From an optimization exercise on the open Yosys and OpenROAD flow, aimed at small area and a short achievable clock period; shortcuts taken in it are not production practice.
Function was checked by simulation only, so behaviour that the tests miss may differ from the original.

==> v35: inputs <==
// p2core
module p2core (
    input  logic        clk,
    input  logic        rst,
    output logic [31:0] imem_pc,
    input  logic [63:0] imem_word,
    input  logic        imem_ok,
    output logic        dmem_re,
    output logic        dmem_we,
    output logic [11:0] dmem_addr,
    output logic [31:0] dmem_wdata,
    input  logic [31:0] dmem_rdata,
    output logic        ret_valid,
    output logic [31:0] ret_pc,
    output logic        ret_has_dest,
    output logic [3:0]  ret_rd,
    output logic [31:0] ret_value,
    output logic        halted,
    output logic        fault,
    output logic [2:0]  fault_code,
    output logic [31:0] fault_pc,
    output logic [63:0] fault_info,
    output logic [31:0] cycles,
    output logic [31:0] retired
);
==> flow/config.mk <==
export PLATFORM = sky130hd
export DESIGN_NAME = p2core
export DESIGN_NICKNAME = p2core
export VERILOG_FILES = /design/flow/design.v
export SDC_FILE = /design/flow/constraint.sdc
export NUM_CORES = 8
export LEC_CHECK = 0
export CAP_MARGIN = 20
export CORE_MARGIN = 2
export CORE_UTILIZATION = 30
export PLACE_DENSITY = 0.4
export SLEW_MARGIN = 20
==> flow/constraint.sdc <==
create_clock -name core_clock -period 90.0 [get_ports {clk}]
set_input_delay 18.0000 -clock core_clock [delete_from_list [all_inputs] [get_ports {clk}]]
set_output_delay 18.0000 -clock core_clock [all_outputs]
set_load 0.01 [all_outputs]
standard.sh (not shown) runs the stock make flow with config.mk's settings and CLKGATE_MAP_FILE= SYNTH_SCRIPT=/design/flow/synth_recipe.tcl, a recipe that flattens the netlist after the stock synthesis.
==> flow/flow/run.sh <==
#!/bin/bash
# Layout flow: the standard ORFS flow (standard.sh), with two settings
# changed:
#  - ports are buffered with sky130_fd_sc_hd__buf_2 (instead of the default
#    delay buffer);
#  - clock tree synthesis builds its tree from clkbuf_4 and inserts no dummy
#    loads.
# Everything else (synthesis, floorplan, power grid, placement, routing) is
# the standard flow. ORFS writes each step's full log under orfs/logs/; the
# make output goes to flow_make.log here.
set -o pipefail
bash standard.sh finish \
  "BUFFER_PORTS_ARGS=-buffer_cell sky130_fd_sc_hd__buf_2" \
  "CTS_ARGS=-sink_clustering_enable -repair_clock_nets -dont_use_dummy_load -buf_list sky130_fd_sc_hd__clkbuf_4" \
  > flow_make.log 2>&1
status=$?
tail -40 flow_make.log
exit $status
==> v24: changes against v35 <==
==> flow/flow/run.sh (replaced) <==
#!/bin/bash
# Layout flow: the standard ORFS flow (standard.sh), with one setting
# changed: ports are buffered with sky130_fd_sc_hd__buf_2 (instead of the
# default delay buffer). Everything else (synthesis, floorplan, power grid,
# placement, clock tree, routing) is the standard flow. ORFS writes each
# step's full log under orfs/logs/; the make output goes to flow_make.log here.
set -o pipefail
bash standard.sh finish \
  "BUFFER_PORTS_ARGS=-buffer_cell sky130_fd_sc_hd__buf_2" \
  > flow_make.log 2>&1
status=$?
tail -40 flow_make.log
exit $status
==> v11: changes against v35 <==
==> flow/run.sh (new file) <==
#!/bin/bash
# synth_recipe.tcl (not shown) runs the flow's synth.tcl, then flattens the netlist and writes it again
# the make line also repeats each setting of config.mk as NAME=value (left out here)
make -C /OpenROAD-flow-scripts/flow DESIGN_CONFIG=/design/flow/config.mk WORK_HOME=/design/flow/orfs CLKGATE_MAP_FILE= SYNTH_SCRIPT=/design/flow/synth_recipe.tcl finish
removed: flow/flow/run.sh
removed: flow/standard.sh
==> v14: changes against v35 <==
==> flow/flow/run.sh (replaced) <==
#!/bin/bash
# Layout flow: the standard ORFS flow (standard.sh), with two settings
# changed:
#  - ports are buffered with sky130_fd_sc_hd__buf_2 (instead of the default
#    delay buffer);
#  - clock tree synthesis builds its tree from clkbuf_4, clusters up to 7
#    registers within 40 um per leaf buffer and inserts no dummy loads.
# Everything else (synthesis, floorplan, power grid, placement, routing) is
# the standard flow. ORFS writes each step's full log under orfs/logs/; the
# make output goes to flow_make.log here.
set -o pipefail
bash standard.sh finish \
  "BUFFER_PORTS_ARGS=-buffer_cell sky130_fd_sc_hd__buf_2" \
  "CTS_ARGS=-sink_clustering_enable -repair_clock_nets -dont_use_dummy_load -buf_list sky130_fd_sc_hd__clkbuf_4 -sink_clustering_size 7 -sink_clustering_max_diameter 40" \
  > flow_make.log 2>&1
status=$?
tail -40 flow_make.log
exit $status
CAP_MARGIN = 30   (was 20)
SLEW_MARGIN = 30   (was 20)
==> summary.txt <==
Place
The number of cells in the design after placement is approximately 33000. Prior to clock tree synthesis, the placed netlist has a worst setup slack of 53.61 ns. The standard cell area after detailed placement is 238900 µm².

Final layout
The number of antenna diodes is ~350. The growth of design area from synthesis to finish is 11.03%. The final-layout clock buffer total is around 920.

Critical path
The worst register-to-register path ends at q_m4_rem[11]. The largest incremental delay on the critical path is between 0.1 and 0.15 ns.

Min path
The startpoint of the most critical hold path is q_m3_nq[20].

Global routing
Entering global routing, the biggest net connects between 150 and 200 pins.

Outcome
The run finished with no timing, DRC or antenna violations.
-- figures above: v35

==> summary.txt <==
Final layout
The final-layout clock buffer total is about 600. Compared with the post-synthesis result, the final layout area differs by 13.87%.

Flow run
The number of max-cap violations is 1.

Timing
The count of pins over their slew limit came to 2.

Outcome
The flow ran to the end, but the layout failed its checks. A clean result was blocked by max-capacitance violations, max-slew violations.

Critical path
The largest incremental delay on the critical path is between 0.1 and 0.15 ns.

Min path
The startpoint of the most critical hold path is q_m2_nq[19].
-- figures above: v24

==> summary.txt <==
Place
Prior to clock tree synthesis, the placed netlist has a worst setup slack of roughly 54 ns. After detailed placement, the design holds a cell count of about 33000. Summing all placed instances gives a cell area of 239300 µm².

Final layout
The final-layout clock buffer total is roughly 720. The growth of design area from synthesis to finish is 10.52%. The most frequent standard cell in the layout excluding fill and tap cells is sky130_fd_sc_hd__nand2_1.

Drt
The first detailed-routing pass took 17 iterations.

Critical path
The endpoint identified for the worst register-to-register timing path is q_m4_rem[10]. The largest incremental delay on the critical path is ~0.14 ns.

Outcome
The run finished with no timing, DRC or antenna violations.

Min path
In this run the most critical hold path is launched from q_m2_nq[13].

Clocking
The later pin in the worst-skew pair is clocked with a latency of between 2 and 2.5 ns.
-- figures above: v14

==> summary.txt <==
Min path
The startpoint of the most critical hold path is q_m2_nq[1].

Outcome
The layout checks failed on max-capacitance violations. The run finished, with violations left.

Final layout
The clock buffers instantiated in the layout total 582. Compared with the post-synthesis result, the final layout area differs by 14.54%.

Place
The setup slack at placement is 52.80 ns.

Flow run
The number of max-cap violations is 1.
-- figures above: v11

==> afterwards: timing with drivers on the ports <==
How much do the figures lean on ideal ports? The routed layouts below were timed once more, with nothing changed but the port constraints. Step 1: set_driving_cell puts a clkbuf_16 on clk and a buf_2 on each other input, an assumption about the parent block. Step 2 times the ports against the registers' clock, not the clock port: input delays grow and output delays shrink by t, the midpoint of the rising clock arrivals with the driver on. Slacks: ideal / step 1 / step 2; pairs: ideal / step 1.
run | t, ns | setup slack, ns | clock arrival spread, ns | worst slew at a driven data input, ns
v35 | 2.045 | 53.611 / 53.588 / 53.588 | 0.317 / 0.316 | 0.33
v24 | 1.277 | 53.614 / 53.590 / 53.590 | 0.141 / 0.142 | 0.34
v11 | 1.228 | 52.803 / 52.776 / 52.776 | 0.128 / 0.128 | 0.26
v14 | 2.045 | 53.624 / 53.600 / 53.600 | 0.341 / 0.341 | 0.36
The setup slack of v11, which loses most, moves by -0.027 ns with the drivers and by -0.027 ns with both steps.
